This design comes from an exercise in tuning for small area, a short achievable clock period and few clock cycles on the open sky130 flow, not from production work.
For this run, only the layout was checked, not whether the RTL still works.
Power and IR drop assume default switching activity.

==> flow/design.v <==
module l2w_crypt (
    input  wire        clk,
    input  wire        rst,       
    input  wire        req,       
    input  wire        we,        
    input  wire        wide,      
    input  wire [12:0] addr,      
    input  wire [31:0] wdata,
    output reg  [31:0] rdata,
    output reg         err,
    output wire        irq
);
    localparam [31:0] DELTA     = 32'h9E37_79B9;
    localparam [31:0] DEC_SUM0  = 32'hC6EF_3720;   
    localparam [127:0] FALLBACK = 128'h4473_7003_2E8A_1913_D308_A385_886A_3F24;
    localparam [3:0] R_OK = 4'd0, R_RANGE = 4'd1, R_VALID = 4'd2, R_BADCMD = 4'd3,
                     R_NOSESS = 4'd4, R_ACTIVE = 4'd5, R_KEYLEN = 4'd6;
    localparam [4:0] S_IDLE  = 5'd0,  S_CHECK = 5'd1,  S_KEY   = 5'd2,  S_CKF   = 5'd3,
                     S_CKC   = 5'd4,  S_CKW   = 5'd5,  S_OSEED = 5'd6,  S_ORD   = 5'd7,
                     S_OCALC = 5'd8,  S_OWR   = 5'd9,  S_OTAIL = 5'd10, S_XA    = 5'd11,
                     S_XB    = 5'd12, S_SA    = 5'd13, S_SB    = 5'd14, S_SC    = 5'd15,
                     S_BRD   = 5'd16, S_BRND  = 5'd17, S_BWR   = 5'd18;
    reg         ie;
    reg         busy, done, ck_ok, haz;
    reg  [3:0]  result;
    reg  [31:0] cmd, offset, size, obf_key;
    reg  [1:0]  valid;
    reg  [127:0] key0, key1;
    reg  [2047:0] ram;            
    reg  [4:0]  state;
    reg  [7:0]  pa, pb;           
    reg  [8:0]  cnt;              
    reg  [5:0]  jcnt;             
    reg  [2:0]  bcnt;             
    reg  [1:0]  step;             
    reg  [5:0]  rnd;              
    reg  [31:0] chk, acc, w, sum;
    reg  [63:0] blk;
    reg  [7:0]  tmp, tmp2;
    reg         mism;
    wire is_reg = (addr < 13'h01C);
    wire is_ram = (addr[12:8] == 5'h10);
    wire bad    = is_reg ? (!wide || addr[1:0] != 2'b00)
                : is_ram ? (wide && addr[1:0] != 2'b00)
                : 1'b1;
    wire acc_ok = req && !bad;
    wire [7:0] ra = addr[7:0];
    reg [31:0] reg_rd;
    always @(*) begin
        case (addr[4:2])
            3'd0: reg_rd = {31'b0, ie};
            3'd1: reg_rd = {24'b0, result, haz, ck_ok, done, busy};
            3'd2: reg_rd = cmd;
            3'd3: reg_rd = offset;
            3'd4: reg_rd = size;
            3'd5: reg_rd = obf_key;
            default: reg_rd = {30'b0, valid};
        endcase
    end
    wire [7:0]  e_addr;
    wire [7:0]  rd_addr = busy ? e_addr : ra;
    wire [31:0] rd_word = ram[32*rd_addr[7:2] +: 32];
    wire [7:0]  rd_byte = rd_word[8*rd_addr[1:0] +: 8];
    wire [31:0] ram_rd  = wide ? rd_word : {24'b0, rd_byte};
    always @(posedge clk) begin
        if (rst) begin
            rdata <= 32'b0;
            err   <= 1'b0;
        end else begin
            err <= req && bad;
            if (acc_ok && !we)
                rdata <= is_reg ? reg_rd : ram_rd;
        end
    end
    assign irq = done & ie;
    wire [3:0] op   = cmd[3:0];
    wire [3:0] slot = cmd[11:8];
    wire well_formed = (cmd[31:12] == 20'b0) && (cmd[7:4] == 4'b0) &&
                       (op >= 4'd1) && (op <= 4'd10) &&
                       ((op <= 4'd5) ? (slot < 4'd2) : (slot == 4'd0));
    wire uses_win  = (op == 4'd1) || (op >= 4'd4);
    wire [32:0] win_end = {1'b0, offset} + {1'b0, size};
    wire range_bad = (win_end > 33'd256);
    wire        s     = cmd[8];
    wire        s_val = s ? valid[1] : valid[0];
    wire [127:0] skey = s ? key1 : key0;
    wire [7:0]  off8  = offset[7:0];
    wire [8:0]  sz    = size[8:0];
    wire [8:0]  nobf9 = (sz - 9'd9) >> 2;    
    wire [5:0]  nobf  = nobf9[5:0];
    assign     e_addr = (state == S_XB || state == S_SB) ? pb : pa;
    wire [7:0] e_rd   = rd_byte;
    reg        e_we;
    reg  [7:0] e_wd;
    always @(*) begin
        e_we = 1'b0;
        e_wd = 8'b0;
        case (state)
            S_CKW:   begin e_we = 1'b1; e_wd = chk[8*bcnt[1:0] +: 8]; end
            S_OWR:   begin e_we = 1'b1; e_wd = w[8*bcnt[1:0] +: 8]; end
            S_OTAIL: begin e_we = 1'b1; e_wd = acc[8*bcnt[1:0] +: 8]; end
            S_XB:    begin e_we = 1'b1; e_wd = e_rd ^ tmp; end
            S_SB:    begin e_we = 1'b1; e_wd = tmp; end
            S_SC:    begin e_we = 1'b1; e_wd = tmp2; end
            S_BWR:   begin e_we = 1'b1; e_wd = blk[8*bcnt +: 8]; end
            default: ;
        endcase
    end
    wire h_ram_we = acc_ok && we && is_ram && !busy;
    wire [7:0]  wr_addr = h_ram_we ? ra : e_addr;
    wire [31:0] wr_data = h_ram_we ? (wide ? wdata : {4{wdata[7:0]}}) : {4{e_wd}};
    wire [3:0]  wr_lane = h_ram_we ? (wide ? 4'b1111 : (4'b0001 << ra[1:0]))
                        : (e_we ? (4'b0001 << e_addr[1:0]) : 4'b0000);
    genvar gw, gl;
    generate
        for (gw = 0; gw < 64; gw = gw + 1) begin : g_word
            for (gl = 0; gl < 4; gl = gl + 1) begin : g_lane
                always @(posedge clk)
                    if (wr_lane[gl] && wr_addr[7:2] == gw)
                        ram[32*gw + 8*gl +: 8] <= wr_data[8*gl +: 8];
            end
        end
    endgenerate
    wire [31:0] v0 = blk[31:0];
    wire [31:0] v1 = blk[63:32];
    wire        enc = (op == 4'd4);
    wire        upd_v0 = enc ? !rnd[0] : rnd[0];
    wire [31:0] fin    = upd_v0 ? v1 : v0;
    wire [1:0]  kidx   = upd_v0 ? sum[1:0] : sum[12:11];
    wire [31:0] kw     = skey[32*kidx +: 32];
    wire [31:0] fmix   = (((fin << 4) ^ (fin >> 5)) + fin) ^ (sum + kw);
    wire [31:0] vold   = upd_v0 ? v0 : v1;
    wire [31:0] vnew   = enc ? (vold + fmix) : (vold - fmix);
    task finish(input [3:0] code, input ok_flag);
        begin
            busy   <= 1'b0;
            done   <= 1'b1;
            result <= code;
            ck_ok  <= ok_flag;
            state  <= S_IDLE;
        end
    endtask
    always @(posedge clk) begin
        if (rst) begin
            ie <= 1'b0; busy <= 1'b0; done <= 1'b0; ck_ok <= 1'b0; haz <= 1'b0;
            result <= 4'd0; cmd <= 32'b0; offset <= 32'b0; size <= 32'b0;
            obf_key <= 32'b0; valid <= 2'b00; state <= S_IDLE;
        end else begin
            if (acc_ok) begin
                if (is_reg && we) begin
                    case (addr[4:2])
                        3'd0: ie <= wdata[0];
                        3'd1: begin
                            if (wdata[1]) done <= 1'b0;
                            if (wdata[3]) haz  <= 1'b0;
                        end
                        3'd2: if (busy) haz <= 1'b1;
                              else begin
                                  cmd <= wdata; busy <= 1'b1; done <= 1'b0;
                                  ck_ok <= 1'b0; result <= 4'd0; state <= S_CHECK;
                              end
                        3'd3: if (busy) haz <= 1'b1; else offset  <= wdata;
                        3'd4: if (busy) haz <= 1'b1; else size    <= wdata;
                        3'd5: if (busy) haz <= 1'b1; else obf_key <= wdata;
                        default: ;
                    endcase
                end else if (is_ram && busy) begin
                    haz <= 1'b1;
                end
            end
            case (state)
            S_CHECK: begin
                pa <= off8; cnt <= 9'd0; bcnt <= 3'd0;
                if (!well_formed) finish(R_BADCMD, 1'b0);
                else if (uses_win && range_bad) finish(R_RANGE, 1'b0);
                else case (op)
                4'd1: if (s_val) finish(R_ACTIVE, 1'b0);
                      else if (size == 32'd0 || size > 32'd16) finish(R_KEYLEN, 1'b0);
                      else begin
                          if (s) key1 <= 128'b0; else key0 <= 128'b0;
                          state <= S_KEY;
                      end
                4'd2: if (s_val) finish(R_ACTIVE, 1'b0);
                      else begin
                          if (s) begin key1 <= FALLBACK; valid[1] <= 1'b1; end
                          else   begin key0 <= FALLBACK; valid[0] <= 1'b1; end
                          finish(R_OK, 1'b0);
                      end
                4'd3: begin
                          if (s) valid[1] <= 1'b0; else valid[0] <= 1'b0;
                          finish(R_OK, 1'b0);
                      end
                4'd4, 4'd5:
                      if (!s_val) finish(R_NOSESS, 1'b0);
                      else if (sz[8:3] == 6'd0) finish(R_OK, 1'b0);
                      else begin jcnt <= sz[8:3]; state <= S_BRD; end
                4'd6, 4'd7:
                      if (sz[1:0] != 2'b00 || sz <= 9'd4) finish(R_VALID, 1'b0);
                      else begin chk <= 32'b0; state <= S_CKF; end
                4'd8: if (sz < 9'd9) finish(R_RANGE, 1'b0);
                      else begin
                          acc <= obf_key; jcnt <= nobf;
                          if (nobf == 6'd0) begin pa <= off8 + sz[7:0] - 8'd4; state <= S_OTAIL; end
                          else begin pa <= off8 + 8'd4; state <= S_ORD; end
                      end
                4'd9: if (sz < 9'd9) finish(R_RANGE, 1'b0);
                      else begin
                          jcnt <= nobf; pa <= off8 + sz[7:0] - 8'd4; state <= S_OSEED;
                      end
                default:  
                      if (sz != 9'd128) finish(R_VALID, 1'b0);
                      else begin
                          step <= 2'd0; pa <= off8; pb <= off8 + 8'd64; cnt <= 9'd64;
                          state <= S_XA;
                      end
                endcase
            end
            S_KEY: begin
                if (s) key1[8*cnt[3:0] +: 8] <= e_rd; else key0[8*cnt[3:0] +: 8] <= e_rd;
                pa <= pa + 8'd1; cnt <= cnt + 9'd1;
                if (cnt == sz - 9'd1) begin
                    if (s) valid[1] <= 1'b1; else valid[0] <= 1'b1;
                    finish(R_OK, 1'b0);
                end
            end
            S_CKF: begin
                chk[8*cnt[1:0] +: 8] <= chk[8*cnt[1:0] +: 8] ^ e_rd;
                pa <= pa + 8'd1; cnt <= cnt + 9'd1;
                if (cnt == sz - 9'd5) begin
                    mism <= 1'b0;
                    state <= (op == 4'd6) ? S_CKC : S_CKW;
                end
            end
            S_CKC: begin
                pa <= pa + 8'd1; bcnt <= bcnt + 3'd1;
                if (e_rd != chk[8*bcnt[1:0] +: 8]) mism <= 1'b1;
                if (bcnt == 3'd3)
                    finish(R_OK, !(mism || (e_rd != chk[31:24])));
            end
            S_CKW: begin
                pa <= pa + 8'd1; bcnt <= bcnt + 3'd1;
                if (bcnt == 3'd3) finish(R_OK, 1'b0);
            end
            S_OSEED: begin
                acc[8*bcnt[1:0] +: 8] <= e_rd;
                bcnt <= bcnt + 3'd1;
                if (bcnt == 3'd3) begin
                    bcnt <= 3'd0;
                    if (jcnt == 6'd0) finish(R_OK, 1'b0);
                    else begin pa <= off8 + {jcnt, 2'b00}; state <= S_ORD; end
                end else
                    pa <= pa + 8'd1;
            end
            S_ORD: begin
                w[8*bcnt[1:0] +: 8] <= e_rd;
                bcnt <= bcnt + 3'd1;
                if (bcnt == 3'd3) begin
                    bcnt <= 3'd0; pa <= pa - 8'd3; state <= S_OCALC;
                end else
                    pa <= pa + 8'd1;
            end
            S_OCALC: begin
                if (op == 4'd8) begin
                    acc <= acc + w;
                    w   <= w ^ (acc + w);
                end else begin
                    acc <= acc - (w ^ acc);
                    w   <= w ^ acc;
                end
                state <= S_OWR;
            end
            S_OWR: begin
                pa <= pa + 8'd1; bcnt <= bcnt + 3'd1;
                if (bcnt == 3'd3) begin
                    bcnt <= 3'd0; jcnt <= jcnt - 6'd1;
                    if (op == 4'd8) begin
                        if (jcnt == 6'd1) begin pa <= off8 + sz[7:0] - 8'd4; state <= S_OTAIL; end
                        else state <= S_ORD;
                    end else begin
                        if (jcnt == 6'd1) finish(R_OK, 1'b0);
                        else begin pa <= pa - 8'd7; state <= S_ORD; end
                    end
                end
            end
            S_OTAIL: begin
                pa <= pa + 8'd1; bcnt <= bcnt + 3'd1;
                if (bcnt == 3'd3) finish(R_OK, 1'b0);
            end
            S_XA: begin
                tmp <= e_rd; state <= S_XB;
            end
            S_XB: begin
                pa <= pa + 8'd1; pb <= pb + 8'd1; cnt <= cnt - 9'd1;
                state <= S_XA;
                if (cnt == 9'd1) begin
                    step <= step + 2'd1;
                    case (step)
                        2'd0: begin pa <= off8 + 8'd52; pb <= off8 + 8'd13; cnt <= 9'd4; end
                        2'd1: begin pa <= off8 + 8'd64; pb <= off8;         cnt <= 9'd64; end
                        default: begin
                            pa <= off8; pb <= off8 + 8'd77; cnt <= 9'd4; state <= S_SA;
                        end
                    endcase
                end
            end
            S_SA: begin tmp <= e_rd; state <= S_SB; end
            S_SB: begin tmp2 <= e_rd; state <= S_SC; end
            S_SC: begin
                pa <= pa + 8'd1; pb <= pb + 8'd1; cnt <= cnt - 9'd1;
                if (cnt == 9'd1) finish(R_OK, 1'b0);
                else state <= S_SA;
            end
            S_BRD: begin
                blk[8*bcnt +: 8] <= e_rd;
                bcnt <= bcnt + 3'd1;
                if (bcnt == 3'd7) begin
                    pa <= pa - 8'd7; rnd <= 6'd0;
                    sum <= enc ? 32'd0 : DEC_SUM0;
                    state <= S_BRND;
                end else
                    pa <= pa + 8'd1;
            end
            S_BRND: begin
                if (upd_v0) blk[31:0] <= vnew; else blk[63:32] <= vnew;
                if (enc && !rnd[0])  sum <= sum + DELTA;
                if (!enc && !rnd[0]) sum <= sum - DELTA;
                rnd <= rnd + 6'd1;
                if (rnd == 6'd63) begin bcnt <= 3'd0; state <= S_BWR; end
            end
            S_BWR: begin
                pa <= pa + 8'd1; bcnt <= bcnt + 3'd1;
                if (bcnt == 3'd7) begin
                    jcnt <= jcnt - 6'd1;
                    if (jcnt == 6'd1) finish(R_OK, 1'b0);
                    else state <= S_BRD;
                end
            end
            default: ;
            endcase
        end
    end
endmodule
==> flow/run.sh <==
#!/bin/bash
# synth_recipe.tcl (not shown) runs the flow's synth.tcl, then flattens the netlist and writes it again
# the make line also repeats each setting of config.mk as NAME=value (left out here)
make -C /OpenROAD-flow-scripts/flow DESIGN_CONFIG=/design/flow/config.mk WORK_HOME=/design/flow/orfs CLKGATE_MAP_FILE= SYNTH_SCRIPT=/design/flow/synth_recipe.tcl finish
==> flow/config.mk <==
export PLATFORM = sky130hd
export DESIGN_NAME = l2w_crypt
export DESIGN_NICKNAME = l2w_crypt
export VERILOG_FILES = /design/flow/design.v
export SDC_FILE = /design/flow/constraint.sdc
export NUM_CORES = 4
export LEC_CHECK = 0
export CAP_MARGIN = 20
export CORE_MARGIN = 2
export CORE_UTILIZATION = 40
export SLEW_MARGIN = 20
==> flow/constraint.sdc <==
create_clock -name core_clock -period 10.0 [get_ports {clk}]
set_input_delay 2.0000 -clock core_clock [delete_from_list [all_inputs] [get_ports {clk}]]
set_output_delay 2.0000 -clock core_clock [all_outputs]
set_load 0.01 [all_outputs]
==> results.txt <==
## worst max path at each step
stage / slack, ps / end / from / cells past startpoint
floorplan: 1070 / blk[31]$_DFFE_PP_ / cmd[2]$_SDFFE_PP0P_ / 29
global placement: 570 / blk[63]$_DFFE_PP_ / cmd[2]$_SDFFE_PP0P_ / 27
detailed placement: 510 / blk[31]$_DFFE_PP_ / cmd[2]$_SDFFE_PP0P_ / 27
CTS: 500 / blk[31]$_DFFE_PP_ / cmd[2]$_SDFFE_PP0P_ / 27
global route: 180 / blk[31]$_DFFE_PP_ / cmd[2]$_SDFFE_PP0P_ / 28
finish: 660 / blk[31]$_DFFE_PP_ / cmd[2]$_SDFFE_PP0P_ / 27
## sequential cells by signal (all words and copies together) (netlist names), 8 cells and up
register  cells
ram        2048
key0        128
key1        128
blk          64
acc          32
chk          32
cmd          32
obf_key      32
offset       32
rdata        32
size         32
sum          32
w            32
cnt           9
pa            8
pb            8
tmp2          8
tmp           8
## cell type report
class	instances	area share (%)
multi-input cells	8619	35.9
diodes	51	0.0809
flip-flops and latches	2732	50.9
inverters	183	0.439
repair buffers	488	2.82
clock inverters	175	1.10
well taps	4599	3.65
clock buffers	377	5.14
## layer usage
layer	vias up	track usage, %
met2	8570	43.7
met1	56500	41.2
met3	1730	10.7
met4	38	16.9
li1	47300	-
met5	-	0
## cells in the mapped netlist, types with 41 or more instances
master / instances
edfxtp_1: 2555
nand2_1: 1402
nor2_1: 1213
a21oi_1: 1092
clkbuf_1: 554
o21ai_0: 538
nand3_1: 357
xnor2_1: 276
a211oi_1: 265
ha_1: 253
mux2i_1: 228
mux4_2: 187
nor3_1: 185
buf_2: 183
a31oi_1: 179
dfxtp_1: 177
inv_1: 177
xor2_1: 166
a221oi_1: 151
and3_1: 147
a22oi_1: 140
a21o_1: 136
o211ai_1: 118
mux2_2: 108
o22ai_1: 96
nor2b_1: 89
buf_1: 80
o2bb2ai_1: 80
o221ai_1: 73
nand2b_1: 70
nor4_1: 65
nand4_1: 64
a2bb2oi_1: 58
and2_1: 57
a311oi_1: 52
buf_6: 52
o21bai_1: 52
o31ai_1: 47
o21a_1: 45
or3_1: 41
## timing repair
| action | CTS | global route |
|---|---|---|
| gates resized for setup | 0 | 1 |
| hold endpoints to repair | 0 | 0 |
| endpoints found under the setup margin | 0 | 2 |
| buffers inserted | 0 | 0 |
| hold buffers | 0 | 0 |
## worst register-to-register path, stage by stage (launching register included)
cell,delay [ps]
dfxtp_1,320
nor2b_1,280
nand2_1,200
ha_2,480
mux2i_4,650
buf_4,410
mux4_2,340
mux2_2,320
ha_1,360
a21oi_1,300
nor2_1,80
a221oi_1,410
xnor2_1,220
nor4_1,650
nand4_1,220
or3_1,480
nor4bb_2,630
nor2_1,110
xnor2_1,170
ha_1,400
nand3_1,100
o211ai_1,140
a221o_1,390
a311o_1,410
a31oi_1,180
xnor3_1,420
xnor2_1,240
a21oi_1,110
## cell families after synthesis
kind of cell	synth area share, %
AO/OA/AOI/OAI	16.5
XOR/XNOR	2.82
adder cells (fa/ha/maj)	2.39
buffers and inverters	3.48
flip-flops	57.1
multiplexers	5.57
AND/OR/NAND/NOR	12.2
## metrics by stage
stage          util (%)  cell area (um2)  setup WS (ps)  hold WS (ps)  power [mW]
2_1_floorplan         -           141000           1070           440        17.8
3_3_place_gp       42.2           148000            567           453        20.5
3_5_place_dp       42.2           148000            509           464        20.5
4_1_cts            45.0           158000            496           472        31.7
5_1_grt            45.1           158000            180           484        32.9
6_report           45.1           158000            664           471        32.0
## where the power goes
| part | total, mW | switching, mW | internal, mW |
|---|---|---|---|
| clock | 11.4 | 4.95 | 6.46 |
| sequential | 13.0 | 0.256 | 12.7 |
| combinational | 7.67 | 5.25 | 2.42 |
==> parameters.txt <==
Parameter                              Value

Status
  Status ... finished clean

Critical path
  Endpoint of the worst-slack reg-to-reg timing path ... blk[31]$_DFFE_PP_
  Critical register-to-register path startpoint ... cmd[2]$_SDFFE_PP0P_
  Worst endpoint required time ... 10610 ps
  Peak per-stage delay on the critical path ... 650 ps
  Depth of the worst register-to-register path ... 27
  R2R Setup Slk ... 660 ps
  Data arrival time of the worst path ... 9950 ps
  CP bufs+invs ... 1
  Most common cell type on the critical path ... xnor2_1
  Category of the worst setup path capture point ... flip-flop
  Highest fanout seen on the critical path ... 18
  Crit-path leading delay family ... simple AND/OR/NAND/NOR gates
  CP Launch Type ... flip-flop
  CP Class ... flip-flop to flip-flop
  Library cell contributing the largest single delay on the critical path ... nor4_1

CTS
  Num CTS Buffers ... 306
  Maximum buffer depth of the clock tree ... 4
  Cell at the root of the clock tree ... clkbuf_16
  CTS sink cnt ... 2732
  Worst-Skew Late Latency ... 980 ps
  TritonCTS clock tree ... built
  Total number of H-tree levels ... 5
  Clock transition at the registers of the reported paths ... 60 ps

Power and ir drop
  Worst IR Drop VDD ... 217 uV
  Leak pwr ... 56.7 nW
  Ratio of total power to cell area ... 203 nW/um2

Synthesis
  Synth warnings ... 1
  Cells taking the most area after synthesis ... edfxtp_1 (55%), a21oi_1 (3.9%), nand2_1 (3.7%)
  Share of synthesized flip-flops with an asynchronous set or reset ... 0%
  Dominant cell type by area after synthesis ... edfxtp_1
  Sequential-to-total area share from yosys stat ... 57.1%
  Post-synth cell types ... 108
  Number of standard cells after synthesis ... 12400
  Post-synthesis cell area ... 141000 um2
  Share of Yosys cell area claimed by the top area cell type ... 54.5%
  Post-Synthesis Mean Instance Area ... 11.3 um2
  Net count after synthesis ... 12800
  Most instantiated flip-flop cell in the synthesis netlist ... edfxtp_1
  FF+latch count, synth ... 2732
  Number of synthesized flops with an enable pin ... 2555

Min path
  Hold path startpoint ... rdata[21]$_SDFFE_PP0P_
  Hold Path Depth ... 2
  Hold/Removal Path Class ... flip-flop to flip-flop
  Endpoint of the worst hold-timing path ... rdata[21]$_SDFFE_PP0P_

STA
  Setup violators final ... 0
  Setup repair after global routing missed its margin ... false
  Maximum achievable frequency ... 107 MHz
  Max-slew violation count ... 0
  Tightest slew margin relative to the limit ... 4.82%
  Slew at the pin closest to its max-slew limit ... 1430 ps
  Setup tns final ... 0 ps
  Total count of hold-check failures in the final report ... 0
  Skew final ... 113 ps
  Minimum clock period ... 9340 ps
  Share of the clock period used by the worst path after layout ... 93.4%

Floorplanning
  Horizontal die dimension ... 597 um
  Site row count ... 217
  Die height ... 597 um
  Initial Utilization ... 40.2%
  Ports placed on the boundary ... 84
  Die Footprint ... 356000 um2
  Area of the core ... 350000 um2

Global routing
  GRT Overall Usage ... 30.8%
  Overflow left after global routing ... 0
  First-pass GRT wire length ... 795 mm
  Via count of the first global-routing pass ... 104000
  Initial antenna violation count ... 53
  Largest net degree at the start of global routing ... 129

Finish
  Footprint of the flip-flops and latches ... 80300 um2
  Most common cell after layout, fill and taps aside ... edfxtp_1
  Area of the multi-input gates ... 56600 um2
  Fillcell total ... 32200
  Share of post-route cells with drive strength above 1 ... 10.8%
  Synth-to-Final Area Change ... 12.2%
  Highest-count cells in the layout ignoring fill and taps ... edfxtp_1 (2555), nand2_1 (1374), nor2_1 (1190)
  Number of non-filler instances in the completed layout ... 17200
  Final #Nets ... 12600

Routing
  Vias per cell ... 6.63
  Total length of routed wires ... 570 mm
  Detail-routed net length per standard cell ... 33.1 um
  Met3 routed WL ... 81.9 mm
  Length of routed met2 wiring ... 235 mm
  Wl on met1 ... 216 mm
  Via count of the routed design ... 114000
  Number of nets still failing antenna checks after routing ... 0
  Initial DRC Count ... 19500
  Uppermost signal routing layer after detailed routing ... met5
  Pre-Repair DR Iteration Count ... 10
  Number of remaining DRC errors ... 0

Job
  Max-cap violations ... 0

Place
  Number of buffers added on ports ... 83
  HPWL reported at the end of detailed placement ... 375 mm
  Cells after DPL ... 16600
  Routability congestion estimate ... 0.966

-- port drivers added, routing unchanged --
No port has a modelled driver above. Below, the same layout with a new extraction and two added sets of constraints. Step 1 sets driving cells, clkbuf_16 on the clock port and buf_2 on the other inputs (assumed; they add their load-dependent delay and slew). Step 2 also shifts input and output timing later by t, the mid clock arrival at the registers, as if the neighbouring blocks saw the same clock. a / b / c = no drivers / after step 1 / after step 2; a / b = the first two.
shift t [ns]: 1.038
slack for setup (ns): 0.664 / 0.664 / 0.664
worst setup path after step 2: register to register
After both steps this run still meets setup and hold. The setup slack of this run moves by 0.000 ns with the drivers and by 0.000 ns with both steps.
